This design comes from an exercise in tuning for small area, a short achievable clock period and few clock cycles on the open sky130 flow, not from production work.
At most, simulation tests tie the RTL to the original design; equivalence was not proved.
Only the layout flow was run in runs 1, 3 and 4; the RTL was not checked for function there.
Power figures rest on the tool's default switching activity, not on a simulated workload.

==> design/flow/design.v <==
module sap3_core (
    input  wire         clk,
    input  wire         rst,           
    input  wire         step,          
    output wire [15:0]  imem_addr,     
    input  wire [31:0]  imem_data,     
    input  wire [15:0]  prog_len,      
    input  wire [7:0]   in_value,      
    output wire [8:0]   dmem_addr,     
    input  wire [7:0]   dmem_rdata,    
    output wire         dmem_we,       
    output wire [7:0]   dmem_wdata,
    output wire         ready,         
    output wire         stopped,       
    output wire         halted,
    output wire [3:0]   fault,
    output wire [7:0]   acc,
    output wire [127:0] regs,          
    output wire [8:0]   sp,
    output wire         flag_c,
    output wire         flag_z,
    output wire         out_valid,
    output wire [7:0]   out_data,
    output wire         print_valid,
    output wire [15:0]  print_tmpl
);
    localparam [3:0] F_UNKNOWN = 4'd1, F_STACK_OVF = 4'd7, F_STACK_UNF = 4'd8;
    reg [15:0]  pc;
    reg [8:0]   sp_q;
    reg [7:0]   a_q;
    reg [7:0]   r_q [0:15];
    reg         c_q, z_q;
    reg         halt_q;
    reg [3:0]   fault_q;
    reg         stop_q;        
    wire [31:0] ir  = imem_data;
    wire [5:0]  t   = ir[31:26];
    wire [3:0]  ra  = ir[25:22];
    wire [3:0]  rb  = ir[21:18];
    wire [15:0] v   = ir[15:0];
    wire lo0x = !t[5] && !t[4];           
    wire lo1x = !t[5] &&  t[4];           
    wire [3:0] tl = t[3:0];
    wire is_nop   = lo0x && tl == 4'h0;
    wire is_lda   = lo0x && tl == 4'h1;
    wire is_sta   = lo0x && tl == 4'h2;
    wire is_ldr   = lo0x && tl == 4'h3;
    wire is_str   = lo0x && tl == 4'h4;
    wire is_ldi   = lo0x && tl == 4'h5;
    wire is_ldri  = lo0x && tl == 4'h6;
    wire is_movrr = lo0x && tl == 4'h7;
    wire is_movra = lo0x && tl == 4'h8;
    wire is_movar = lo0x && tl == 4'h9;
    wire is_addr  = lo0x && tl == 4'hA;
    wire is_addm  = lo0x && tl == 4'hB;
    wire is_sub   = lo0x && tl == 4'hC;
    wire is_and   = lo0x && tl == 4'hD;
    wire is_or    = lo0x && tl == 4'hE;
    wire is_xor   = lo0x && tl == 4'hF;
    wire is_not   = lo1x && tl == 4'h0;
    wire is_inc   = lo1x && tl == 4'h1;
    wire is_dec   = lo1x && tl == 4'h2;
    wire is_rol   = lo1x && tl == 4'h3;
    wire is_ror   = lo1x && tl == 4'h4;
    wire is_jmp   = lo1x && tl == 4'h5;
    wire is_jz    = lo1x && tl == 4'h6;
    wire is_jnz   = lo1x && tl == 4'h7;
    wire is_jc    = lo1x && tl == 4'h8;
    wire is_jnc   = lo1x && tl == 4'h9;
    wire is_push  = lo1x && tl == 4'hA;
    wire is_pop   = lo1x && tl == 4'hB;
    wire is_in    = lo1x && tl == 4'hC;
    wire is_outa  = lo1x && tl == 4'hD;
    wire is_outr  = lo1x && tl == 4'hE;
    wire is_hlt   = lo1x && tl == 4'hF;
    wire is_print = (t == 6'h20);
    wire is_fault = (t == 6'h3F);
    wire [6:0] gz;       
    reg [6:0] req;       
    reg       known;     
    always @(*) begin
        known = 1'b1;
        case (t)
            6'h00, 6'h10, 6'h11, 6'h12, 6'h13, 6'h14,
            6'h1A, 6'h1B, 6'h1C, 6'h1D, 6'h1F:        req = 7'b1111111;
            6'h01, 6'h02, 6'h0B, 6'h0C, 6'h0D, 6'h0E,
            6'h0F:                                    req = 7'b0001111;
            6'h03, 6'h04:                             req = 7'b0001110;
            6'h05:                                    req = 7'b0011111;
            6'h06:                                    req = 7'b0011110;
            6'h07:                                    req = 7'b1111100;
            6'h08, 6'h0A, 6'h1E:                      req = 7'b1111110;
            6'h09:                                    req = 7'b1111101;
            6'h15, 6'h16, 6'h17, 6'h18, 6'h19, 6'h20: req = 7'b0000111;
            6'h3F:                                    req = 7'b0111111;
            default: begin                            req = 7'b0000000; known = 1'b0; end
        endcase
    end
    wire legal = known && ((req & ~gz) == 7'd0);
    wire sp_zero = (sp_q == 9'd0);
    wire sp_full = (sp_q == 9'd511);
    wire exc_ovf = is_push && sp_zero;
    wire exc_unf = is_pop && sp_full;
    wire exc_any = !legal || (is_fault && !gz[6]) || exc_ovf || exc_unf;
    wire [3:0] exc = !legal   ? F_UNKNOWN :
                     is_fault ? ir[3:0] :
                     exc_ovf  ? F_STACK_OVF : F_STACK_UNF;
    wire accept = step && !stop_q;
    wire commit = accept && !exc_any;
    wire [7:0] rval;
    wire [9:0] spi_c, spd_b;
    wire [8:0] sp_inc, sp_dec;
    assign spi_c[0] = 1'b1;
    assign spd_b[0] = 1'b1;
    genvar g;
    generate
        for (g = 0; g < 9; g = g + 1) begin : spx
            assign sp_inc[g]  = sp_q[g] ^ spi_c[g];
            assign spi_c[g+1] = sp_q[g] & spi_c[g];
            assign sp_dec[g]  = sp_q[g] ^ spd_b[g];
            assign spd_b[g+1] = !sp_q[g] & spd_b[g];
        end
    endgenerate
    wire [127:0] r_flat;
    genvar k0;
    generate
        for (k0 = 0; k0 < 16; k0 = k0 + 1) begin : rflat
            assign r_flat[8*k0 +: 8] = r_q[k0];
        end
    endgenerate
    sap3_port u_port (
        .ir(ir), .step(step), .stop_q(stop_q), .sp_zero(sp_zero),
        .sp_q(sp_q), .sp_inc(sp_inc), .a_q(a_q), .r_flat(r_flat),
        .dmem_we(dmem_we), .out_valid(out_valid), .print_valid(print_valid),
        .dmem_addr(dmem_addr), .st_data(dmem_wdata), .rval(rval), .gz(gz)
    );
    assign out_data   = dmem_wdata;
    assign print_tmpl = v;
    wire [7:0] mem_rdata = dmem_rdata;
    wire sel_rval = (t[3] && !t[2] && !t[0]) || (!t[3] && t[2] && t[1] && t[0]);
    wire sel_imm  = !t[3] && t[2];
    wire sel_in   = t[4] && t[2];
    wire [7:0] opb = sel_rval ? rval :
                     sel_imm  ? v[7:0] :
                     sel_in   ? in_value : mem_rdata;
    wire ar_sub = !t[4] && t[2];             
    wire ar_one = t[4];                      
    wire ar_dec = t[4] && t[1];              
    wire [7:0] add_x  = ar_one ? {8{ar_dec}} : (opb ^ {8{ar_sub}});
    wire       add_ci = ar_sub || (ar_one && !ar_dec);
    wire [9:0] add_w = {1'b0, a_q, 1'b1} + {1'b0, add_x, add_ci};
    wire [7:0] sum   = add_w[8:1];
    wire       cout  = add_w[9];
    reg is_arith_c, is_rot_c;
    reg [3:0] lut;       
    always @(*) begin
        is_arith_c = 1'b0;
        is_rot_c   = 1'b0;
        lut        = 4'b1010;                   
        case (t[4:0])
            5'h0A, 5'h0B, 5'h0C, 5'h11, 5'h12: is_arith_c = 1'b1;
            5'h13, 5'h14:                      is_rot_c   = 1'b1;
            5'h0D: lut = 4'b1000;               
            5'h0E: lut = 4'b1110;               
            5'h0F: lut = 4'b0110;               
            5'h10: lut = 4'b0011;               
            default: ;
        endcase
    end
    wire [7:0] rot = t[0] ? {a_q[6:0], a_q[7]} : {a_q[0], a_q[7:1]};
    reg  [7:0] logic_res;
    integer b;
    always @(*)
        for (b = 0; b < 8; b = b + 1)
            logic_res[b] = lut[{a_q[b], opb[b]}];
    wire [7:0] alu_res = is_arith_c ? sum : is_rot_c ? rot : logic_res;
    wire [7:0] add_p  = a_q ^ add_x;
    wire [7:0] add_k  = {a_q[6:0] | add_x[6:0], add_ci};
    wire       z_add  = (add_p == add_k);
    wire       z_rot  = (a_q == 8'd0);        
    wire       z_log  = (logic_res == 8'd0);
    wire       alu_zero = is_arith_c ? z_add : is_rot_c ? z_rot : z_log;
    wire alu_z = is_addr || is_addm || is_sub || is_and || is_or || is_xor ||
                 is_not || is_inc || is_dec || is_rol || is_ror || is_in;
    wire a_wr  = alu_z || is_lda || is_ldi || is_movra || is_pop;
    wire c_wr  = is_addr || is_addm;
    wire taken = is_jmp || (is_jz && z_q) || (is_jnz && !z_q) ||
                 (is_jc && c_q) || (is_jnc && !c_q);
    wire [16:0] pci_c;
    wire [15:0] pc_inc;
    assign pci_c[0] = 1'b1;
    generate
        for (g = 0; g < 16; g = g + 1) begin : pcx
            assign pc_inc[g]  = pc[g] ^ pci_c[g];
            assign pci_c[g+1] = pc[g] & pci_c[g];
        end
    endgenerate
    wire [15:0] pc_d   = rst ? 16'd0 : (taken ? v : pc_inc);
    wire        pc_en  = rst || (commit && !is_hlt);
    always @(posedge clk)
        if (pc_en) pc <= pc_d;
    wire stop_en = rst || accept;
    wire stop_d  = (!rst && (exc_any || is_hlt)) || (pc_d == prog_len);
    always @(posedge clk)
        if (stop_en) stop_q <= stop_d;
    wire halt_en = rst || (accept && (exc_any || is_hlt));
    always @(posedge clk)
        if (halt_en) halt_q <= !rst;
    wire fault_en = rst || (accept && exc_any);
    always @(posedge clk)
        if (fault_en) fault_q <= rst ? 4'd0 : exc;
    wire       sp_en = rst || (commit && (is_push || is_pop));
    wire [8:0] sp_d  = rst ? 9'd511 : (t[0] ? sp_inc : sp_dec);
    always @(posedge clk)
        if (sp_en) sp_q <= sp_d;
    wire a_en = rst || (commit && a_wr);
    always @(posedge clk)
        if (a_en) a_q <= rst ? 8'd0 : alu_res;
    wire z_en = rst || (commit && alu_z);
    always @(posedge clk)
        if (z_en) z_q <= !rst && alu_zero;
    wire c_en = rst || (commit && c_wr);
    always @(posedge clk)
        if (c_en) c_q <= !rst && cout;
    wire       rf_we   = commit && (is_ldr || is_ldri || is_movrr || is_movar);
    wire       rf_by_a = t[1] && !(t[0] && t[2]);
    wire [3:0] rf_wsel = rf_by_a ? ra : rb;
    wire [7:0] rf_d    = rst ? 8'd0 : (t[3] ? a_q : opb);
    generate
        for (g = 0; g < 16; g = g + 1) begin : rf
            always @(posedge clk)
                if (rst || (rf_we && rf_wsel == g))
                    r_q[g] <= rf_d;
        end
    endgenerate
    assign imem_addr   = pc;
    assign ready       = 1'b1;
    assign stopped     = stop_q;
    assign halted      = halt_q;
    assign fault       = fault_q;
    assign acc         = a_q;
    assign sp          = sp_q;
    assign flag_c      = c_q;
    assign flag_z      = z_q;
    genvar k;
    generate
        for (k = 0; k < 16; k = k + 1) begin : regs_out
            assign regs[8*k +: 8] = r_q[k];
        end
    endgenerate
endmodule
module sap3_port (
    input  wire [31:0]  ir,
    input  wire         step,
    input  wire         stop_q,
    input  wire         sp_zero,
    input  wire [8:0]   sp_q,
    input  wire [8:0]   sp_inc,
    input  wire [7:0]   a_q,
    input  wire [127:0] r_flat,
    output wire         dmem_we,
    output wire         out_valid,
    output wire         print_valid,
    output wire [8:0]   dmem_addr,
    output wire [7:0]   st_data,
    output wire [7:0]   rval,
    output wire [6:0]   gz
);
    wire [5:0] t  = ir[31:26];
    wire [3:0] ra = ir[25:22];
    assign gz = { ir[3:0] == 4'd0, ir[7:4] == 4'd0, !ir[8], ir[15:9] == 7'd0,
                  ir[17:16] == 2'd0, ir[21:18] == 4'd0, ir[25:22] == 4'd0 };
    wire z25_9  = gz[0] && gz[1] && gz[2] && gz[3];
    wire z21_9  = gz[1] && gz[2] && gz[3];
    wire z21_0  = gz[1] && gz[2] && gz[3] && gz[4] && gz[5] && gz[6];
    wire z25_0  = gz[0] && z21_0;
    wire z25_16 = gz[0] && gz[1] && gz[2];
    wire accept = step && !stop_q;
    wire we_sta  = (t == 6'h02) && z25_9;
    wire we_str  = (t == 6'h04) && z21_9;
    wire we_push = (t == 6'h1A) && z25_0 && !sp_zero;
    assign dmem_we     = accept && (we_sta || we_str || we_push);
    assign out_valid   = accept && (((t == 6'h1D) && z25_0) || ((t == 6'h1E) && z21_0));
    assign print_valid = accept && (t == 6'h20) && z25_16;
    assign dmem_addr = t[4] ? (t[0] ? sp_inc : sp_q) : ir[8:0];
    assign rval = r_flat[8*ra +: 8];
    assign st_data = (t[2] && !t[0]) ? rval : a_q;
endmodule
==> design/flow/flow/run.sh <==
#!/bin/bash
# The standard layout (standard.sh), with these changes:
#  - synthesis maps the logic with ABC's &nf mapper (flow/area.script, through
#    flow/synth_abc.tcl, which otherwise runs synth_recipe.tcl as it is, and
#    leaves out a few slow cells), and without Yosys's adder extraction
#    (ADDER_MAP_FILE empty), so ABC maps the adders too; the registers are
#    the standard synthesis's;
#  - the port buffers that ORFS inserts at global placement are
#    sky130_fd_sc_hd__buf_1 (ORFS otherwise picks the delay cell clkdlybuf4s50_1).
set -euo pipefail
work=$(pwd)
export FLOW_SYNTH_TCL=$work/synth_recipe.tcl
export FLOW_ABC_SCRIPT=$work/flow/area.script
bash standard.sh "SYNTH_SCRIPT=$work/flow/synth_abc.tcl" 'ADDER_MAP_FILE=' \
  'BUFFER_PORTS_ARGS=-buffer_cell sky130_fd_sc_hd__buf_1' finish > standard_flow.log 2>&1
==> design/flow/flow/area.script <==
&get -n
&st
&dch
&nf
&put
==> design/flow/flow/synth_abc.tcl <==
# The standard synthesis (synth_recipe.tcl in the work folder, unchanged),
# with one difference in Yosys's abc pass: it runs the ABC script named by
# FLOW_ABC_SCRIPT instead of ORFS's abc_area/abc_speed script, and it leaves
# out the cells whose pull-up is a stack of four transistors (nor4, or4, o41,
# a2111 families), which are slow on the paths from the record to the ports,
# and a222oi, the one logic cell with no stronger size. Only the combinational
# mapping changes; the registers are the standard synthesis's.
proc abc {args} {
  set i [lsearch -exact $args -script]
  if { $i >= 0 } { lset args [expr {$i + 1}] $::env(FLOW_ABC_SCRIPT) }
  foreach f {nor4 nor4b nor4bb or4 or4b or4bb o41a o41ai a2111o a2111oi} {
    foreach s {0 1 2 4} { lappend args -dont_use sky130_fd_sc_hd__${f}_$s }
  }
  lappend args -dont_use sky130_fd_sc_hd__a222oi_1
  yosys abc {*}$args
}
source $::env(FLOW_SYNTH_TCL)
==> design/flow/standard.sh <==
#!/bin/bash
# synth_recipe.tcl (not shown) runs the flow's synth.tcl, then flattens the netlist and writes it again
# the make line also repeats each setting of config.mk as NAME=value (left out here)
make -C /OpenROAD-flow-scripts/flow DESIGN_CONFIG=/design/flow/config.mk WORK_HOME=/design/flow/orfs CLKGATE_MAP_FILE= SYNTH_SCRIPT=/design/flow/synth_recipe.tcl "${@:-finish}"
==> design/flow/config.mk <==
export PLATFORM = sky130hd
export DESIGN_NAME = sap3_core
export DESIGN_NICKNAME = sap3_core
export VERILOG_FILES = /design/flow/design.v
export SDC_FILE = /design/flow/constraint.sdc
export NUM_CORES = 4
export LEC_CHECK = 0
export ABC_AREA = 1
export CAP_MARGIN = 20
export CORE_MARGIN = 2
export CORE_UTILIZATION = 40
export SETUP_SLACK_MARGIN = 4.5
export SLEW_MARGIN = 20
export SYNTH_HIERARCHICAL = 1
export SYNTH_MINIMUM_KEEP_SIZE = 0
==> design/flow/constraint.sdc <==
create_clock -name core_clock -period 10.0 [get_ports {clk}]
set_input_delay 2.0000 -clock core_clock [delete_from_list [all_inputs] [get_ports {clk}]]
set_output_delay 2.0000 -clock core_clock [all_outputs]
set_load 0.01 [all_outputs]
==> results of run 1 <==
-- worst max-delay path by stage --
stage | slack, ns | cells past startpoint | startpoint | endpoint
finish | 4.31 | 7 | imem_data[22] | dmem_wdata[7]
floorplan | 4.73 | 5 | imem_data[22] | out_data[1]
CTS | 4.34 | 7 | imem_data[22] | dmem_wdata[7]
global route | 4.29 | 7 | imem_data[22] | out_data[7]
global placement | 3.59 | 7 | imem_data[22] | dmem_wdata[1]
detailed placement | 3.56 | 7 | imem_data[22] | dmem_wdata[7]
-- flip-flops by register name, indices dropped and copies added, names as in the netlist --
name     cells
halt_q       1
sp_q         9
stop_q       1
r_q        128
a_q          8
fault_q      4
z_q          1
c_q          1
pc          16
-- Yosys stat by module (local to each module, per instance) --
module,area [µm²],cells,flip-flops and latches,times used
sap3_core,8680,711,169,1
sap3_port,1410,152,0,1
-- cells by family after synthesis --
kind of cell	after synthesis	synth area share (%)
buf+inv	51	2.83
simple gates	251	13.3
mux	58	10.7
compound gates	295	19.6
xor+xnor	38	3.30
flops	169	50.3
other cells	1	0.0372
-- stage by stage --
stage	utilization (%)	hold WS [ns]	instances
global route	50.6	0.800	1514
finish	50.6	0.771	1514
floorplan	-	0.734	863
CTS	49.7	0.763	1505
detailed placement	46.1	0.742	1466
global placement	46.1	0.744	1465
-- worst reg2reg max path: cells and delay by family, from the launching register on --
| kind | cells | cell delay [ns] |
|---|---|---|
| compound gates | 8 | 1.55 |
| buf+inv | 1 | 0.15 |
| mux | 1 | 0.49 |
| flops | 1 | 0.46 |
| simple gates | 2 | 0.64 |
-- routing by layer --
| layer | track usage, % | share of wire, % | vias up |
|---|---|---|---|
| li1 | - | - | 4097 |
| met1 | 35.9 | 41 | 4463 |
| met2 | 42.0 | 47 | 524 |
| met3 | 5.76 | 9.5 | 52 |
| met4 | 9.01 | 2.5 | 2 |
| met5 | 0 | 0.036 | - |
-- power breakdown --
group / internal (W) / total [W] / leakage [nW] / switching, W
Sequential: 0.000849 / 0.000899 / 1.70 / 0.0000499
Clock: 0.000334 / 0.000669 / 0.283 / 0.000334
Combinational: 0.000170 / 0.000439 / 2.30 / 0.000268
-- final cells by class --
cell class,count,area (µm²),area share (%)
well taps,330,413,3.27
clock inverters,15,149,1.18
inverters,26,110,0.872
multi-input cells,643,4910,38.9
repair buffers,314,1540,12.2
clock buffers,17,425,3.37
flip-flops and latches,169,5070,40.2
-- repair_timing --
| action | in CTS | in global routing |
|---|---|---|
| pin swaps | 8 | 9 |
| cloned | 3 | 1 |
| buffers inserted | 4 | 8 |
| gates resized for setup | 61 | 38 |
| setup endpoints to repair | 159 | 148 |
-- cells in the final DEF (no fill, tap or decap), types with 9 or more instances in the layout --
master | Yosys | final
nor2_1 | 58 | 55
and4_1 | 11 | 11
xor2_1 | 16 | 16
a31oi_1 | 26 | 26
buf_1 | 0 | 260
nand2b_1 | 15 | 15
buf_4 | 25 | 25
clkbuf_16 | 0 | 19
nor3_1 | 16 | 14
a31o_1 | 21 | 21
and3_1 | 9 | 9
a21o_1 | 9 | 9
nor2b_1 | 18 | 17
edfxtp_1 | 169 | 169
nand2_1 | 54 | 52
clkinv_1 | 26 | 27
a21boi_0 | 14 | 13
o21ai_0 | 62 | 49
mux2i_1 | 13 | 13
mux4_2 | 39 | 39
o21a_1 | 13 | 13
xnor2_1 | 22 | 22
nand4_1 | 15 | 15
o211ai_1 | 13 | 13
or2_0 | 9 | 9
nand3_1 | 14 | 14
a21oi_1 | 60 | 60
==> results.json, run 1 <==
{
  "crit_path_end_kind": "output pin",
  "ys_seq_area_share_pct": 50.3,
  "viasPerCell": 6.04,
  "period_needed_ns": 5.69,
  "netlist.top_cell.by_area": "edfxtp_1",
  "layout.nets": 1238,
  "grt_pass1_wl_mm": 52.1,
  "num_rows": 58,
  "synth.top_cells.by_count": "edfxtp_1, o21ai_0, a21oi_1",
  "setup_violations": 0,
  "core-area_um2": 25000,
  "hpwl_mm": 25.0,
  "clk_pin_slew_ns": 0.08,
  "regToRegStartpoint": "r_q[1][4]",
  "track_usage_pct": 26.4,
  "p_leak_nw": 4.29,
  "required_ns": 8.00,
  "antenna_left": 0,
  "final_area_um2": 12600,
  "vias": 9138,
  "num_antenna_cells": 0,
  "die_y_um": 163,
  "drc_errors": 0,
  "die_area_um2": 26500,
  "tritoncts": "yes",
  "crit_family": "multiplexers",
  "synthToLayoutAreaGrowth_pct": 25.1,
  "drt_iter0_drc": 950,
  "p_total_w": 0.00201,
  "post-place-ws_ns": 3.56,
  "arrival_ns": 3.69,
  "antenna_found_initial": 1,
  "max_clock_freq_ghz": 0.176,
  "max_cap_violations": 0,
  "vdd_drop_max_uv": 98.1,
  "port_buffers": 279,
  "io_pins": 281,
  "fin_worst_skew_ns": 0.00950,
  "synth_seq_cells": 169,
  "cp_num_buf_inv": 3,
  "rsz0062_at_grt": "yes",
  "cts_hold_buf": 0,
  "min_path_cells": 1,
  "setup_slack_ns": 4.31,
  "synth_nets": 930,
  "cts.path.max_buffers": 2,
  "criticalPathCategory": "in -> out",
  "wirelength_mm": 35.6,
  "synth_edf_count": 169,
  "status": "timing/DRC/antenna clean",
  "cts_buffers": 17,
  "synth-async-reset-ratio_pct": 0,
  "slew_violations": 0,
  "netlist_area_um2": 10100,
  "finalCritPeriodShare_pct": 56.9,
  "firstDrtPassIters": 8,
  "ys_dominant_reg_cell": "edfxtp_1",
  "relSlewSlack_pct": 44.3,
  "grt_max_degree": 60,
  "root_buffer": "clkbuf_16",
  "routabilityCongestion": 0.971,
  "rrSetupSlack_ns": 6.43,
  "post_drt_wl_per_cell_um": 23.5,
  "grt_pass1_vias": 8475,
  "placedInstanceArea_um2": 11500,
  "final_layout_size_suffix_gt1_share_pct": 13.4,
  "grt-ovfl-total": 0,
  "synth_top_cells_by_area": "edfxtp_1, mux4_2, o21ai_0, a21oi_1, nor2_1",
  "holdCritPathClass": "reg -> reg",
  "synth_most_common_cell": "edfxtp_1",
  "hp-start": "sp_q[0]",
  "synth_area_per_cell_um2": 11.7,
  "insertion_delay_ns": 0.44,
  "die_w_um": 163,
  "start_util_pct": 40.4,
  "crit_fanout": 5,
  "fin_tns_setup_ns": 0,
  "cp_slowest_stage_delay_ns": 0.51,
  "power.density_nw_per_um2": 159,
  "crit_path_top_delay_cell": "mux4_2",
  "ys_types": 57,
  "clock_sinks": 169,
  "yosys_warnings": 8,
  "critPathLaunchType": "input port",
  "hold_violations": 0,
  "cp_cell_sequence": "clkbuf_16 > buf_12 > mux4_2 > a22oi_2 > o21ai_2 > mux2_4 > clkbuf_2",
  "r2r_end": "a_q[7]",
  "worst_slew_pin_slew_ns": 0.830,
  "htreeDepth": 4,
  "nFillCells": 2332,
  "syn_inst": 863,
  "rr_worst_depth": 12,
  "yosysTopAreaCellShare_pct": 50.3,
  "holdPathEnd": "sp_q[0]"
}
==> inputs of run 2 (changes only) <==
--- a/design/flow/design.v
+++ b/design/flow/design.v
@@ -75,7 +75,8 @@
     wire is_hlt   = lo1x && tl == 4'hF;
     wire is_print = (t == 6'h20);
     wire is_fault = (t == 6'h3F);
-    wire [6:0] gz;       
+    wire [6:0] gz = { ir[3:0] == 4'd0, ir[7:4] == 4'd0, !ir[8], ir[15:9] == 7'd0,
+                      ir[17:16] == 2'd0, ir[21:18] == 4'd0, ir[25:22] == 4'd0 };
     reg [6:0] req;       
     reg       known;     
     always @(*) begin
@@ -97,6 +98,11 @@
         endcase
     end
     wire legal = known && ((req & ~gz) == 7'd0);
+    wire z25_9  = gz[0] && gz[1] && gz[2] && gz[3];
+    wire z21_9  = gz[1] && gz[2] && gz[3];
+    wire z21_0  = gz[1] && gz[2] && gz[3] && gz[4] && gz[5] && gz[6];
+    wire z25_0  = gz[0] && z21_0;
+    wire z25_16 = gz[0] && gz[1] && gz[2];
     wire sp_zero = (sp_q == 9'd0);
     wire sp_full = (sp_q == 9'd511);
     wire exc_ovf = is_push && sp_zero;
@@ -107,7 +113,7 @@
                      exc_ovf  ? F_STACK_OVF : F_STACK_UNF;
     wire accept = step && !stop_q;
     wire commit = accept && !exc_any;
-    wire [7:0] rval;
+    wire [7:0] rval = r_q[ra];
     wire [9:0] spi_c, spd_b;
     wire [8:0] sp_inc, sp_dec;
     assign spi_c[0] = 1'b1;
@@ -121,20 +127,16 @@
             assign spd_b[g+1] = !sp_q[g] & spd_b[g];
         end
     endgenerate
-    wire [127:0] r_flat;
-    genvar k0;
-    generate
-        for (k0 = 0; k0 < 16; k0 = k0 + 1) begin : rflat
-            assign r_flat[8*k0 +: 8] = r_q[k0];
-        end
-    endgenerate
-    sap3_port u_port (
-        .ir(ir), .step(step), .stop_q(stop_q), .sp_zero(sp_zero),
-        .sp_q(sp_q), .sp_inc(sp_inc), .a_q(a_q), .r_flat(r_flat),
-        .dmem_we(dmem_we), .out_valid(out_valid), .print_valid(print_valid),
-        .dmem_addr(dmem_addr), .st_data(dmem_wdata), .rval(rval), .gz(gz)
-    );
-    assign out_data   = dmem_wdata;
+    wire we_sta  = is_sta && z25_9;
+    wire we_str  = is_str && z21_9;
+    wire we_push = is_push && z25_0 && !sp_zero;
+    assign dmem_we     = accept && (we_sta || we_str || we_push);
+    assign out_valid   = accept && ((is_outa && z25_0) || (is_outr && z21_0));
+    assign print_valid = accept && is_print && z25_16;
+    assign dmem_addr  = t[4] ? (t[0] ? sp_inc : sp_q) : v[8:0];
+    wire [7:0] st_data = (t[2] && !t[0]) ? rval : a_q;
+    assign dmem_wdata = st_data;
+    assign out_data   = st_data;
     assign print_tmpl = v;
     wire [7:0] mem_rdata = dmem_rdata;
     wire sel_rval = (t[3] && !t[2] && !t[0]) || (!t[3] && t[2] && t[1] && t[0]);
@@ -249,40 +251,3 @@
         end
     endgenerate
 endmodule
-module sap3_port (
-    input  wire [31:0]  ir,
-    input  wire         step,
-    input  wire         stop_q,
-    input  wire         sp_zero,
-    input  wire [8:0]   sp_q,
-    input  wire [8:0]   sp_inc,
-    input  wire [7:0]   a_q,
-    input  wire [127:0] r_flat,
-    output wire         dmem_we,
-    output wire         out_valid,
-    output wire         print_valid,
-    output wire [8:0]   dmem_addr,
-    output wire [7:0]   st_data,
-    output wire [7:0]   rval,
-    output wire [6:0]   gz
-);
-    wire [5:0] t  = ir[31:26];
-    wire [3:0] ra = ir[25:22];
-    assign gz = { ir[3:0] == 4'd0, ir[7:4] == 4'd0, !ir[8], ir[15:9] == 7'd0,
-                  ir[17:16] == 2'd0, ir[21:18] == 4'd0, ir[25:22] == 4'd0 };
-    wire z25_9  = gz[0] && gz[1] && gz[2] && gz[3];
-    wire z21_9  = gz[1] && gz[2] && gz[3];
-    wire z21_0  = gz[1] && gz[2] && gz[3] && gz[4] && gz[5] && gz[6];
-    wire z25_0  = gz[0] && z21_0;
-    wire z25_16 = gz[0] && gz[1] && gz[2];
-    wire accept = step && !stop_q;
-    wire we_sta  = (t == 6'h02) && z25_9;
-    wire we_str  = (t == 6'h04) && z21_9;
-    wire we_push = (t == 6'h1A) && z25_0 && !sp_zero;
-    assign dmem_we     = accept && (we_sta || we_str || we_push);
-    assign out_valid   = accept && (((t == 6'h1D) && z25_0) || ((t == 6'h1E) && z21_0));
-    assign print_valid = accept && (t == 6'h20) && z25_16;
-    assign dmem_addr = t[4] ? (t[0] ? sp_inc : sp_q) : ir[8:0];
-    assign rval = r_flat[8*ra +: 8];
-    assign st_data = (t[2] && !t[0]) ? rval : a_q;
-endmodule
--- a/design/flow/flow/run.sh
+++ b/design/flow/flow/run.sh
@@ -6,10 +6,14 @@
 #    (ADDER_MAP_FILE empty), so ABC maps the adders too; the registers are
 #    the standard synthesis's;
 #  - the port buffers that ORFS inserts at global placement are
-#    sky130_fd_sc_hd__buf_1 (ORFS otherwise picks the delay cell clkdlybuf4s50_1).
+#    sky130_fd_sc_hd__buf_1 (ORFS otherwise picks the delay cell clkdlybuf4s50_1);
+#  - the platform's don't-use list, plus the slow low-power clock inverters
+#    clkinvlp_2 / clkinvlp_4, which timing repair otherwise puts on data paths.
 set -euo pipefail
 work=$(pwd)
 export FLOW_SYNTH_TCL=$work/synth_recipe.tcl
 export FLOW_ABC_SCRIPT=$work/flow/area.script
+dont_use="sky130_fd_sc_hd__probe_p_8 sky130_fd_sc_hd__probec_p_8 sky130_fd_sc_hd__lpflow_bleeder_1 sky130_fd_sc_hd__lpflow_clkbufkapwr_1 sky130_fd_sc_hd__lpflow_clkbufkapwr_16 sky130_fd_sc_hd__lpflow_clkbufkapwr_2 sky130_fd_sc_hd__lpflow_clkbufkapwr_4 sky130_fd_sc_hd__lpflow_clkbufkapwr_8 sky130_fd_sc_hd__lpflow_clkinvkapwr_1 sky130_fd_sc_hd__lpflow_clkinvkapwr_16 sky130_fd_sc_hd__lpflow_clkinvkapwr_2 sky130_fd_sc_hd__lpflow_clkinvkapwr_4 sky130_fd_sc_hd__lpflow_clkinvkapwr_8 sky130_fd_sc_hd__lpflow_decapkapwr_12 sky130_fd_sc_hd__lpflow_decapkapwr_3 sky130_fd_sc_hd__lpflow_decapkapwr_4 sky130_fd_sc_hd__lpflow_decapkapwr_6 sky130_fd_sc_hd__lpflow_decapkapwr_8 sky130_fd_sc_hd__lpflow_inputiso0n_1 sky130_fd_sc_hd__lpflow_inputiso0p_1 sky130_fd_sc_hd__lpflow_inputiso1n_1 sky130_fd_sc_hd__lpflow_inputiso1p_1 sky130_fd_sc_hd__lpflow_inputisolatch_1 sky130_fd_sc_hd__lpflow_isobufsrc_1 sky130_fd_sc_hd__lpflow_isobufsrc_16 sky130_fd_sc_hd__lpflow_isobufsrc_2 sky130_fd_sc_hd__lpflow_isobufsrc_4 sky130_fd_sc_hd__lpflow_isobufsrc_8 sky130_fd_sc_hd__lpflow_isobufsrckapwr_16 sky130_fd_sc_hd__lpflow_lsbuf_lh_hl_isowell_tap_1 sky130_fd_sc_hd__lpflow_lsbuf_lh_hl_isowell_tap_2 sky130_fd_sc_hd__lpflow_lsbuf_lh_hl_isowell_tap_4 sky130_fd_sc_hd__lpflow_lsbuf_lh_isowell_4 sky130_fd_sc_hd__lpflow_lsbuf_lh_isowell_tap_1 sky130_fd_sc_hd__lpflow_lsbuf_lh_isowell_tap_2 sky130_fd_sc_hd__lpflow_lsbuf_lh_isowell_tap_4 sky130_fd_sc_hd__clkinvlp_2 sky130_fd_sc_hd__clkinvlp_4"
 bash standard.sh "SYNTH_SCRIPT=$work/flow/synth_abc.tcl" 'ADDER_MAP_FILE=' \
-  'BUFFER_PORTS_ARGS=-buffer_cell sky130_fd_sc_hd__buf_1' finish > standard_flow.log 2>&1
+  'BUFFER_PORTS_ARGS=-buffer_cell sky130_fd_sc_hd__buf_1' "DONT_USE_CELLS=$dont_use" \
+  finish > standard_flow.log 2>&1
--- a/design/flow/config.mk
+++ b/design/flow/config.mk
@@ -11,5 +11,3 @@
 export CORE_UTILIZATION = 40
 export SETUP_SLACK_MARGIN = 4.5
 export SLEW_MARGIN = 20
-export SYNTH_HIERARCHICAL = 1
-export SYNTH_MINIMUM_KEEP_SIZE = 0
==> run 2 against run 1 <==
  * Design area down 3.7%
  * Die area down 5.1%
  * Via count down 1.0%
  * Power down 0.99%
  * Sequential share of layout area up 1.5 points
  * Critical endpoint is now dmem_we
  * Clock power about the same
  * Still clean on timing, DRC and antenna
==> results.json, run 2 <==
{
  "p_leak_nw": 4.09,
  "netlist_area_um2": 9560,
  "p_comb_share_pct": 20.7,
  "grt_max_degree": 47,
  "synth-async-reset-ratio_pct": 0,
  "fin_worst_skew_ns": 0.0174,
  "wirelength_mm": 35.9,
  "port_buffers": 279,
  "ys_seq_area_share_pct": 53.1,
  "viasPerCell": 6.05,
  "clk_pin_slew_ns": 0.07,
  "netlist.top_cell.by_area": "edfxtp_1",
  "worst_slew_pin_slew_ns": 1.09,
  "insertion_delay_ns": 0.44,
  "ys_dominant_reg_cell": "edfxtp_1",
  "clock_sinks": 169,
  "cts_hold_buf": 0,
  "synth_edf_count": 169,
  "regArea_um2": 5070,
  "criticalPathCategory": "in -> out",
  "tritoncts": "yes",
  "vdd_drop_max_uv": 104,
  "setup_violations": 0,
  "seq_power_share_pct": 45.6,
  "synth.top_cells.by_count": "edfxtp_1, a21oi_1, o21ai_0",
  "synthToLayoutAreaGrowth_pct": 27.2,
  "regToRegStartpoint": "sp_q[0]",
  "max_clock_freq_ghz": 0.179,
  "num_rows": 56,
  "rrSetupSlack_ns": 6.51,
  "die_w_um": 159,
  "crit_path_top_delay_cell": "and4b_2",
  "layout.nets": 1229,
  "drt-met1-wl_mm": 14.3,
  "met2_wirelength_mm": 16.6,
  "synth_seq_cells": 169,
  "synth_top_cells_by_area": "edfxtp_1, a21oi_1, o21ai_0, xnor2_1, a22oi_1",
  "arrival_ns": 3.60,
  "cts_buffers": 17,
  "relSlewSlack_pct": 26.6,
  "top_regs": "r_q (128), pc (16), sp_q (9)",
  "switching_share_pct": 33.0,
  "num_antenna_cells": 0,
  "synth_area_per_cell_um2": 11.1,
  "routabilityCongestion": 0.935,
  "grt_pass1_vias": 8320,
  "dpl.cell_count": 1448,
  "cp-startpoint": "imem_data[19]",
  "crit_path_end_kind": "output pin",
  "critPathLaunchType": "input port",
  "yosys_warnings": 2,
  "synth_most_common_cell": "edfxtp_1",
  "grt_pass1_wl_mm": 51.8,
  "cts.path.max_buffers": 2,
  "finalCritPeriodShare_pct": 56.0,
  "start_util_pct": 40.7,
  "rr_worst_depth": 10,
  "synth_nets": 930,
  "p_clk_share_pct": 33.7,
  "syn_inst": 863,
  "drt_iter0_drc": 998,
  "core-area_um2": 23500,
  "hpwl_mm": 26.3,
  "status": "timing/DRC/antenna clean",
  "final_cell_count_no_fill": 1494,
  "holdCritPathClass": "reg -> reg",
  "crit_fanout": 2,
  "final_common_cell": "buf_1",
  "hold_violations": 0,
  "p_int_w": 0.00133,
  "antenna_found_initial": 0,
  "die_area_um2": 25200,
  "slew_violations": 0,
  "die_y_um": 159,
  "power.density_nw_per_um2": 163,
  "max_cap_violations": 0,
  "regMostFlops": "r_q",
  "yosysTopAreaCellShare_pct": 53.1,
  "rsz0062_at_grt": "yes",
  "final_layout_size_suffix_gt1_share_pct": 13.2,
  "io_pins": 281,
  "largest_reg_flops": 128,
  "track_usage_pct": 28.1,
  "required_ns": 8.00,
  "htreeDepth": 4,
  "drc_errors": 0,
  "cp-endpoint": "dmem_we",
  "firstDrtPassIters": 7,
  "antenna_left": 0,
  "multi_input_area_um2": 4640,
  "period_needed_ns": 5.60,
  "top_layer_used": "met4",
  "cp_slowest_stage_delay_ns": 0.30,
  "wl_met3_mm": 4.02,
  "cp_cell_sequence": "buf_6 > or2_4 > nor3_4 > nand2_2 > nor2_2 > and4b_2 > o2111ai_4 > a21oi_2 > buf_2",
  "vias": 9043,
  "fin_tns_setup_ns": 0,
  "root_buffer": "clkbuf_16",
  "r2r_end": "r_q[3][1]",
  "post_drt_wl_per_cell_um": 24.0,
  "grt-ovfl-total": 0,
  "ys_types": 54,
  "layout_common_cells": "buf_1, edfxtp_1, a21oi_1",
  "nFillCells": 2173,
  "power.switching_w": 0.000656
}
[run 2: changes by cell type after synthesis, sizes merged, moves of 9 or more]
cell | previous run | this run
a21oi | 60 | 69
a21boi | 14 | 2
nand4 | 15 | 25
a32oi | 0 | 28
a22oi | 12 | 35
mux4 | 39 | 7
xnor2 | 22 | 33
or3 | 3 | 13
a31oi | 26 | 9
nand3 | 14 | 28
[run 2: per-stage QoR]
stage          cell area [µm²]  setup slack, ns  hold slack (ns)  total power, W  utilization (%)
2_1_floorplan             9580             4.50            0.675         0.00113                -
3_3_place_gp             11000             3.34            0.680         0.00130             46.7
3_5_place_dp             11000             3.31            0.687         0.00129             46.7
4_1_cts                  12000             4.35            0.703         0.00198             51.3
5_1_grt                  12200             4.33            0.724         0.00206             51.8
6_report                 12200             4.40            0.700         0.00199             51.8
[run 2: cells by family after synthesis]
logic type	synth area share (%)
AO/OA/AOI/OAI	21.1
AND/OR/NAND/NOR	15.7
flip-flops	53.1
XOR/XNOR	4.03
buffers and inverters	2.71
multiplexers	3.22
adder cells (fa/ha/maj)	0.105
other	0.0392
[run 2: worst max-delay path, delay by kind of cell]
| family | cells | cell delay [ns] |
|---|---|---|
| compound gates | 2 | 0.33 |
| buf+inv | 2 | 0.24 |
| simple gates | 5 | 1.03 |
[run 2: area by class of cell]
class,instances,share of cell area (%)
Clock buffer,17,3.50
Clock inverter,15,1.46
Inverter,19,0.587
Multi-Input combinational cell,652,38.2
Sequential cell,169,41.7
Tap cell,319,3.28
Timing Repair Buffer,303,11.2
[run 2: power groups by stage]
stage | clock, W | sequential (W) | combinational (W)
after CTS | 0.000675 | 0.000905 | 0.000399
final | 0.000669 | 0.000907 | 0.000411
after global placement | 0 | 0.000920 | 0.000375
after floorplan | 0 | 0.000926 | 0.000202
after detailed placement | 0 | 0.000918 | 0.000375
after global routing | 0.000704 | 0.000912 | 0.000447
[run 2: worst min path at each step]
| stage | slack, ns | from | depth (start not counted) | endpoint |
|---|---|---|---|---|
| CTS | 0.70 | sp_q[0] | 1 | sp_q[0] |
| finish | 0.70 | sp_q[0] | 1 | sp_q[0] |
| floorplan | 0.67 | sp_q[0] | 1 | sp_q[0] |
| global placement | 0.68 | sp_q[0] | 1 | sp_q[0] |
| detailed placement | 0.69 | sp_q[0] | 1 | sp_q[0] |
| global route | 0.72 | sp_q[0] | 1 | sp_q[0] |
[run 2: repair_timing]
| action | 4_1_cts | 5_1_grt |
|---|---|---|
| gates cloned | 2 | 0 |
| resized for setup | 109 | 34 |
| endpoints found under the setup margin | 158 | 153 |
| buffers inserted | 10 | 2 |
| pin swaps | 27 | 18 |
| endpoints found under the hold margin | 0 | 0 |
[run 2: routing by layer]
metal,global-route usage [%],vias to the layer above
met3,7.97,64
met4,9.31,0
met1,37.5,4314
li1,-,4062
met5,0,-
met2,44.1,603
Testbench counts of run 2, summed over its fixed seeds: cycles 120,658.
==> inputs of run 3 (changes only) <==
--- a/design/flow/design.v
+++ b/design/flow/design.v
@@ -38,43 +38,43 @@
     wire [3:0]  ra  = ir[25:22];
     wire [3:0]  rb  = ir[21:18];
     wire [15:0] v   = ir[15:0];
-    wire lo0x = !t[5] && !t[4];           
-    wire lo1x = !t[5] &&  t[4];           
-    wire [3:0] tl = t[3:0];
-    wire is_nop   = lo0x && tl == 4'h0;
-    wire is_lda   = lo0x && tl == 4'h1;
-    wire is_sta   = lo0x && tl == 4'h2;
-    wire is_ldr   = lo0x && tl == 4'h3;
-    wire is_str   = lo0x && tl == 4'h4;
-    wire is_ldi   = lo0x && tl == 4'h5;
-    wire is_ldri  = lo0x && tl == 4'h6;
-    wire is_movrr = lo0x && tl == 4'h7;
-    wire is_movra = lo0x && tl == 4'h8;
-    wire is_movar = lo0x && tl == 4'h9;
-    wire is_addr  = lo0x && tl == 4'hA;
-    wire is_addm  = lo0x && tl == 4'hB;
-    wire is_sub   = lo0x && tl == 4'hC;
-    wire is_and   = lo0x && tl == 4'hD;
-    wire is_or    = lo0x && tl == 4'hE;
-    wire is_xor   = lo0x && tl == 4'hF;
-    wire is_not   = lo1x && tl == 4'h0;
-    wire is_inc   = lo1x && tl == 4'h1;
-    wire is_dec   = lo1x && tl == 4'h2;
-    wire is_rol   = lo1x && tl == 4'h3;
-    wire is_ror   = lo1x && tl == 4'h4;
-    wire is_jmp   = lo1x && tl == 4'h5;
-    wire is_jz    = lo1x && tl == 4'h6;
-    wire is_jnz   = lo1x && tl == 4'h7;
-    wire is_jc    = lo1x && tl == 4'h8;
-    wire is_jnc   = lo1x && tl == 4'h9;
-    wire is_push  = lo1x && tl == 4'hA;
-    wire is_pop   = lo1x && tl == 4'hB;
-    wire is_in    = lo1x && tl == 4'hC;
-    wire is_outa  = lo1x && tl == 4'hD;
-    wire is_outr  = lo1x && tl == 4'hE;
-    wire is_hlt   = lo1x && tl == 4'hF;
-    wire is_print = (t == 6'h20);
-    wire is_fault = (t == 6'h3F);
+    wire [3:0] pd0 = 4'b0001 << t[1:0];
+    wire [3:0] pd1 = 4'b0001 << t[3:2];
+    wire [3:0] pd2 = 4'b0001 << t[5:4];
+    wire is_nop    = pd2[0] && pd1[0] && pd0[0];
+    wire is_lda    = pd2[0] && pd1[0] && pd0[1];
+    wire is_sta    = pd2[0] && pd1[0] && pd0[2];
+    wire is_ldr    = pd2[0] && pd1[0] && pd0[3];
+    wire is_str    = pd2[0] && pd1[1] && pd0[0];
+    wire is_ldi    = pd2[0] && pd1[1] && pd0[1];
+    wire is_ldri   = pd2[0] && pd1[1] && pd0[2];
+    wire is_movrr  = pd2[0] && pd1[1] && pd0[3];
+    wire is_movra  = pd2[0] && pd1[2] && pd0[0];
+    wire is_movar  = pd2[0] && pd1[2] && pd0[1];
+    wire is_addr   = pd2[0] && pd1[2] && pd0[2];
+    wire is_addm   = pd2[0] && pd1[2] && pd0[3];
+    wire is_sub    = pd2[0] && pd1[3] && pd0[0];
+    wire is_and    = pd2[0] && pd1[3] && pd0[1];
+    wire is_or     = pd2[0] && pd1[3] && pd0[2];
+    wire is_xor    = pd2[0] && pd1[3] && pd0[3];
+    wire is_not    = pd2[1] && pd1[0] && pd0[0];
+    wire is_inc    = pd2[1] && pd1[0] && pd0[1];
+    wire is_dec    = pd2[1] && pd1[0] && pd0[2];
+    wire is_rol    = pd2[1] && pd1[0] && pd0[3];
+    wire is_ror    = pd2[1] && pd1[1] && pd0[0];
+    wire is_jmp    = pd2[1] && pd1[1] && pd0[1];
+    wire is_jz     = pd2[1] && pd1[1] && pd0[2];
+    wire is_jnz    = pd2[1] && pd1[1] && pd0[3];
+    wire is_jc     = pd2[1] && pd1[2] && pd0[0];
+    wire is_jnc    = pd2[1] && pd1[2] && pd0[1];
+    wire is_push   = pd2[1] && pd1[2] && pd0[2];
+    wire is_pop    = pd2[1] && pd1[2] && pd0[3];
+    wire is_in     = pd2[1] && pd1[3] && pd0[0];
+    wire is_outa   = pd2[1] && pd1[3] && pd0[1];
+    wire is_outr   = pd2[1] && pd1[3] && pd0[2];
+    wire is_hlt    = pd2[1] && pd1[3] && pd0[3];
+    wire is_print = pd2[2] && pd1[0] && pd0[0];
+    wire is_fault = pd2[3] && pd1[3] && pd0[3];
     wire [6:0] gz = { ir[3:0] == 4'd0, ir[7:4] == 4'd0, !ir[8], ir[15:9] == 7'd0,
                       ir[17:16] == 2'd0, ir[21:18] == 4'd0, ir[25:22] == 4'd0 };
     reg [6:0] req;       
==> design/flow/flow/run.sh (replaced) <==
#!/bin/bash
# The standard layout (standard.sh), with these changes:
#  - synthesis maps the logic with ABC's &nf mapper (flow/area.script, through
#    flow/synth_abc.tcl, which otherwise runs synth_recipe.tcl as it is, and
#    leaves out a few slow cells), and without Yosys's adder extraction
#    (ADDER_MAP_FILE empty), so ABC maps the adders too; the registers are
#    the standard synthesis's;
#  - the port buffers that ORFS inserts at global placement are
#    sky130_fd_sc_hd__buf_1 (ORFS otherwise picks the delay cell clkdlybuf4s50_1).
set -euo pipefail
work=$(pwd)
export FLOW_SYNTH_TCL=$work/synth_recipe.tcl
export FLOW_ABC_SCRIPT=$work/flow/area.script
bash standard.sh "SYNTH_SCRIPT=$work/flow/synth_abc.tcl" 'ADDER_MAP_FILE=' \
  'BUFFER_PORTS_ARGS=-buffer_cell sky130_fd_sc_hd__buf_1' finish > standard_flow.log 2>&1
==> run 3 against run 2 <==
  * Worst hold slack improved by 0.010 ns
  * Clock-buffer cell count stayed put
  * Non-clock buffer count is 14 higher
  * Design area increased by 1.3%
  * Largest cell class unchanged
  * First-iteration DRC count shrank 2.3%
  * Synthesized cell count is 2.9% higher
  * Combinational power is 5.8% higher
  * Via count about the same
==> results.json, run 3 <==
{
  "p_leak_nw": 4.14,
  "hpwl_mm": 26.1,
  "hp-start": "sp_q[0]",
  "die_w_um": 158,
  "htreeDepth": 4,
  "p_int_w": 0.00134,
  "io_pins": 281,
  "port_buffers": 279,
  "synth_edf_count": 169,
  "criticalPathCategory": "in -> out",
  "regMostFlops": "r_q",
  "die_area_um2": 24900,
  "multi_input_area_um2": 4620,
  "synth_nets": 955,
  "crit_path_end_kind": "output pin",
  "critPathLaunchType": "input port",
  "insertion_delay_ns": 0.44,
  "dpl.cell_count": 1472,
  "synthToLayoutAreaGrowth_pct": 30.0,
  "netlist_area_um2": 9470,
  "grt_max_degree": 49,
  "crit_path_top_delay_cell": "nor3_4",
  "drt-met1-wl_mm": 14.8,
  "vdd_drop_max_uv": 108,
  "required_ns": 8.00,
  "clk_pin_slew_ns": 0.07,
  "status": "timing/DRC/antenna clean",
  "regToRegStartpoint": "sp_q[0]",
  "num_antenna_cells": 0,
  "synth_area_per_cell_um2": 10.7,
  "hold_violations": 0,
  "crit_family": "simple AND/OR/NAND/NOR gates",
  "arrival_ns": 3.56,
  "period_needed_ns": 5.56,
  "switching_share_pct": 33.0,
  "worst_slew_pin_slew_ns": 1.19,
  "ys_types": 52,
  "antenna_left": 0,
  "cp_num_buf_inv": 4,
  "synth_top_cells_by_area": "edfxtp_1, a21oi_1, xnor2_1, nor2_1, o21ai_0",
  "drc_errors": 0,
  "top_regs": "r_q (128), pc (16), sp_q (9)",
  "synth_most_common_cell": "edfxtp_1",
  "post_drt_wl_per_cell_um": 23.7,
  "wirelength_mm": 36.3,
  "vias": 9035,
  "rr_worst_depth": 13,
  "fin_tns_setup_ns": 0,
  "core-area_um2": 23300,
  "rsz0062_at_grt": "yes",
  "max_clock_freq_ghz": 0.180,
  "r2r_end": "r_q[4][5]",
  "final_cell_count_no_fill": 1531,
  "netlist.top_cell.by_area": "edfxtp_1",
  "cp_slowest_stage_delay_ns": 0.27,
  "slew_violations": 0,
  "routabilityCongestion": 0.972,
  "power.density_nw_per_um2": 162,
  "synth.top_cells.by_count": "edfxtp_1, nor2_1, nand2_1",
  "top_layer_used": "met4",
  "cp_cell_sequence": "buf_6 > or2_4 > nor3_4 > nand2_2 > nor2_4 > and3_4 > buf_4 > buf_4 > and3_4 > buf_6",
  "setup_violations": 0,
  "p_comb_share_pct": 21.8,
  "max_cap_violations": 0,
  "viasPerCell": 5.90,
  "num_rows": 56,
  "power.switching_w": 0.000660,
  "syn_inst": 888,
  "die_y_um": 158,
  "start_util_pct": 40.6,
  "regArea_um2": 5070,
  "cts_hold_buf": 0,
  "largest_reg_flops": 128,
  "root_buffer": "clkbuf_16",
  "relSlewSlack_pct": 20.2,
  "tritoncts": "yes",
  "final_common_cell": "buf_1",
  "finalCritPeriodShare_pct": 55.6,
  "holdCritPathClass": "reg -> reg",
  "drt_iter0_drc": 975,
  "grt_pass1_wl_mm": 51.7,
  "grt_pass1_vias": 8402,
  "final_layout_size_suffix_gt1_share_pct": 14.7,
  "met2_wirelength_mm": 17.0,
  "ys_seq_area_share_pct": 53.6,
  "firstDrtPassIters": 5,
  "layout_common_cells": "buf_1, edfxtp_1, nor2_1",
  "nFillCells": 2126,
  "layout.nets": 1266,
  "crit_fanout": 2,
  "grt-ovfl-total": 0,
  "cts.path.max_buffers": 2,
  "yosysTopAreaCellShare_pct": 53.6,
  "cts_buffers": 17,
  "path_depth": 10,
  "p_clk_share_pct": 33.0,
  "seq_power_share_pct": 45.2,
  "synth-async-reset-ratio_pct": 0,
  "ys_dominant_reg_cell": "edfxtp_1",
  "cp-endpoint": "out_valid",
  "synth_seq_cells": 169,
  "antenna_found_initial": 0,
  "cp-startpoint": "imem_data[19]",
  "clock_sinks": 169,
  "fin_worst_skew_ns": 0.0138,
  "wl_met3_mm": 3.36,
  "track_usage_pct": 28.3,
  "rrSetupSlack_ns": 6.31,
  "yosys_warnings": 2
}
[run 3: how the worst min path moves through the flow]
| stage | to | depth (start not counted) | slack [ns] |
|---|---|---|---|
| after CTS | sp_q[0] | 1 | 0.71 |
| final | sp_q[0] | 1 | 0.71 |
| after detailed placement | sp_q[0] | 1 | 0.70 |
| after floorplan | sp_q[0] | 1 | 0.69 |
| after global routing | sp_q[0] | 1 | 0.74 |
| after global placement | sp_q[0] | 1 | 0.69 |
[run 3: metal layers]
metal	global-route usage, %	up-vias
met5	0	-
met4	11.5	0
met3	6.16	68
met2	45.3	532
met1	37.3	4353
li1	-	4082
[run 3: stage by stage]
stage | power (W) | util (%) | setup WS, ns | hold slack (ns) | cell area [µm²]
floorplan | 0.00114 | - | 4.54 | 0.691 | 9490
global placement | 0.00131 | 46.7 | 3.49 | 0.690 | 10900
detailed placement | 0.00131 | 46.7 | 3.42 | 0.696 | 10900
CTS | 0.00198 | 51.3 | 4.44 | 0.714 | 12000
global route | 0.00207 | 52.8 | 4.39 | 0.739 | 12300
finish | 0.00200 | 52.8 | 4.44 | 0.710 | 12300
[run 3: cell families (layout without fill, tap and decap cells)]
kind of cell / Yosys count / count (layout) / synth area share, %
simple gates: 324 / 324 / 16.7
mux: 16 / 16 / 2.63
fa+ha+maj: 4 / 4 / 0.423
other cells: 1 / 1 / 0.0396
compound gates: 272 / 272 / 18.3
buf+inv: 41 / 365 / 2.62
flops: 169 / 169 / 53.6
xor+xnor: 61 / 61 / 5.64
[run 3: layout make-up]
class,count,share of cell area [%]
Tap cell,319,3.24
Multi-Input combinational cell,678,37.6
Clock inverter,15,1.33
Inverter,16,0.528
Sequential cell,169,41.2
Clock buffer,17,3.45
Timing Repair Buffer,317,12.7
[run 3: power groups by stage]
stage / logic (W) / registers, W / clock network, W
2_1_floorplan: 0.000211 / 0.000926 / 0
3_3_place_gp: 0.000389 / 0.000917 / 0
3_5_place_dp: 0.000391 / 0.000916 / 0
4_1_cts: 0.000418 / 0.000902 / 0.000661
5_1_grt: 0.000471 / 0.000909 / 0.000689
6_report: 0.000435 / 0.000904 / 0.000659
[run 3: timing repair]
| item | in CTS | in global routing |
|---|---|---|
| gates resized for setup | 101 | 56 |
| pin swaps | 31 | 28 |
| cloned | 1 | 3 |
| buffers inserted | 13 | 10 |
| setup endpoints to repair | 168 | 179 |
==> inputs of run 4 (changes only) <==
--- a/design/flow/config.mk
+++ b/design/flow/config.mk
@@ -9,5 +9,5 @@
 export CAP_MARGIN = 20
 export CORE_MARGIN = 2
 export CORE_UTILIZATION = 40
-export SETUP_SLACK_MARGIN = 4.5
+export SETUP_SLACK_MARGIN = 4.6
 export SLEW_MARGIN = 20
==> run 4 against run 3 <==
  * Still clean on timing, DRC and antenna
  * Area after synthesis is the same
  * Worst hold slack better by 0.0051 ns
  * Design area is 0.46% higher
  * Worst setup slack improved by 0.025 ns
  * Sequential cell count unchanged
  * Clock power is essentially flat
  * Combinational power increased by 1%
  * Highest routed layer unchanged
==> results.json, run 4 <==
{
  "post_drt_wl_per_cell_um": 24.3,
  "seq_power_share_pct": 45.3,
  "relSlewSlack_pct": 22.8,
  "cts_buffers": 17,
  "vdd_drop_max_uv": 131,
  "io_pins": 281,
  "hpwl_mm": 26.3,
  "cts_hold_buf": 0,
  "hold_violations": 0,
  "netlist_area_um2": 9470,
  "vias": 9245,
  "synth-async-reset-ratio_pct": 0,
  "p_comb_share_pct": 22.0,
  "num_antenna_cells": 0,
  "layout.nets": 1264,
  "routabilityCongestion": 0.922,
  "num_rows": 56,
  "cp_num_buf_inv": 2,
  "finalCritPeriodShare_pct": 55.3,
  "die_y_um": 158,
  "synth_top_cells_by_area": "edfxtp_1, a21oi_1, xnor2_1, nor2_1, o21ai_0",
  "p_int_w": 0.00134,
  "required_ns": 8.00,
  "criticalPathCategory": "in -> out",
  "ys_dominant_reg_cell": "edfxtp_1",
  "rsz0062_at_grt": "yes",
  "worst_slew_pin_slew_ns": 1.16,
  "hold_ws_ns": 0.715,
  "drt_iter0_drc": 1093,
  "final_common_cell": "buf_1",
  "slew_violations": 0,
  "firstDrtPassIters": 6,
  "netlist.top_cell.by_area": "edfxtp_1",
  "yosys_warnings": 2,
  "crit_fanout": 8,
  "yosysTopAreaCellShare_pct": 53.6,
  "grt_pass1_wl_mm": 53.0,
  "final_layout_size_suffix_gt1_share_pct": 15.2,
  "layout_common_cells": "buf_1, edfxtp_1, nor2_1",
  "cts.path.max_buffers": 2,
  "synth_edf_count": 169,
  "placedInstanceArea_um2": 10900,
  "crit_top_cell": "a21oi_2",
  "viasPerCell": 6.05,
  "nFillCells": 2134,
  "grt-ovfl-total": 0,
  "clock_sinks": 169,
  "core-area_um2": 23300,
  "fin_tns_setup_ns": 0,
  "antenna_left": 0,
  "switching_share_pct": 33.0,
  "crit_path_top_delay_cell": "and4bb_4",
  "synth_area_per_cell_um2": 10.7,
  "p_clk_share_pct": 32.7,
  "critPathLaunchType": "input port",
  "cp_slowest_stage_delay_ns": 0.42,
  "setup_violations": 0,
  "synthToLayoutAreaGrowth_pct": 30.6,
  "synth_seq_cells": 169,
  "regMostFlops": "r_q",
  "p_leak_nw": 4.16,
  "ys_types": 52,
  "drc_errors": 0,
  "fin_worst_skew_ns": 0.0137,
  "largest_reg_flops": 128,
  "crit_path_end_kind": "output pin",
  "start_util_pct": 40.6,
  "track_usage_pct": 28.9,
  "insertion_delay_ns": 0.43,
  "power.switching_w": 0.000662,
  "htreeDepth": 4,
  "final_area_um2": 12400,
  "die_area_um2": 24900,
  "syn_inst": 888,
  "root_buffer": "clkbuf_16",
  "period_needed_ns": 5.53,
  "die_w_um": 158,
  "setup_slack_ns": 4.47,
  "regArea_um2": 5070,
  "post-place-ws_ns": 3.51,
  "holdCritPathClass": "reg -> reg",
  "multi_input_area_um2": 4640,
  "power.density_nw_per_um2": 162,
  "arrival_ns": 3.53,
  "ys_seq_area_share_pct": 53.6,
  "antenna_found_initial": 0,
  "top_regs": "r_q (128), pc (16), sp_q (9)",
  "cp_cell_sequence": "buf_12 > and4bb_4 > a32oi_1 > nand4_1 > nor2_2 > a21oi_2 > nor2_1 > a21oi_2 > buf_2",
  "grt_pass1_vias": 8689,
  "max_clock_freq_ghz": 0.181,
  "clk_pin_slew_ns": 0.07,
  "grt_max_degree": 40,
  "synth_nets": 955,
  "status": "timing/DRC/antenna clean",
  "port_buffers": 279,
  "crit_family": "simple AND/OR/NAND/NOR gates",
  "tritoncts": "yes",
  "wirelength_mm": 37.2,
  "synth_most_common_cell": "edfxtp_1",
  "max_cap_violations": 0,
  "synth.top_cells.by_count": "edfxtp_1, nor2_1, nand2_1"
}
==> run 4: cell counts after synthesis <==
No cell type changed its count.
==> run 4: power by group through the flow <==
stage	logic (W)	registers (W)	clock network [W]
4_1_cts	0.000427	0.000905	0.000661
6_report	0.000440	0.000908	0.000656
5_1_grt	0.000475	0.000912	0.000693
3_3_place_gp	0.000387	0.000920	0
3_5_place_dp	0.000388	0.000918	0
2_1_floorplan	0.000211	0.000926	0
==> run 4: worst paths after layout <==
check                start             to  slack, ns  depth (start not counted)
max          imem_data[24]  dmem_wdata[7]       4.47                          9
min                sp_q[0]        sp_q[0]       0.72                          1
max reg2reg      r_q[7][2]         a_q[7]       6.29                         13
min reg2reg        sp_q[0]        sp_q[0]       0.72                          1
==> run 4: per-stage QoR <==
step | util [%] | instances | total power, W
2_1_floorplan | - | 888 | 0.00114
3_3_place_gp | 46.7 | 1472 | 0.00131
3_5_place_dp | 46.7 | 1472 | 0.00131
4_1_cts | 52.4 | 1527 | 0.00199
5_1_grt | 53.0 | 1529 | 0.00208
6_report | 53.0 | 1529 | 0.00200
==> run 4: area by class of cell <==
type                       count  area share (%)
clock buffer                  17            3.44
clock inverter                15            1.23
inverter                      16           0.647
multi-input combinational    679            37.5
sequential                   169            41.0
tap                          319            3.23
timing repair buffer         314            12.9
==> run 4: what timing repair did <==
action | in CTS | in global routing
pin swaps | 41 | 10
setup endpoints to repair | 169 | 161
gates resized for setup | 132 | 39
gates cloned | 6 | 0
setup buffers | 17 | 2
==> run 4: logic make-up (layout without fill, tap and decap cells) <==
group / Yosys count / after routing / share of synthesized area, %
XOR/XNOR: 61 / 61 / 5.64
multiplexers: 16 / 16 / 2.63
other: 1 / 1 / 0.0396
AO/OA/AOI/OAI: 272 / 272 / 18.3
buffers and inverters: 41 / 362 / 2.62
adder cells (fa/ha/maj): 4 / 4 / 0.423
flip-flops: 169 / 169 / 53.6
AND/OR/NAND/NOR: 324 / 325 / 16.7
==> run 4: per-layer routing <==
| layer | vias up | wire, µm | GRT usage (%) |
|---|---|---|---|
| met5 | - | 0 | 0 |
| met4 | 0 | 1160 | 11.0 |
| met3 | 82 | 3920 | 6.71 |
| met2 | 623 | 17600 | 46.7 |
| met1 | 4461 | 14500 | 38.0 |
| li1 | 4079 | - | - |

static timing again, ports no longer ideal:
In the flow no input, the clock included, has a driving cell. The finished layouts below were timed again as built, in two steps.
Step 1 assumes that a clkbuf_16 drives the clock port and a buf_2 every other input.
Step 2 times the ports against the registers' clock, not the clock port: input delays grow and output delays shrink by t, the midpoint of the rising clock arrivals with the driver on.
a / b / c = ideal / step 1 / step 2; a / b = the first two.
run | shift t [ns] | setup WS [ns] | worst slew at a driven data input, ns
run 1 | 0.480 | 4.312 / 4.258 / 4.258 | 0.08
run 2 | 0.482 | 4.405 / 4.368 / 4.317 | 0.07
run 3 | 0.484 | 4.442 / 4.329 / 4.251 | 0.16
run 4 | 0.476 | 4.467 / 4.324 / 4.224 | 0.17
After both steps every run listed still meets setup and hold. The setup slack of run 4, which loses most, moves by -0.143 ns with the drivers and by -0.243 ns with both steps.
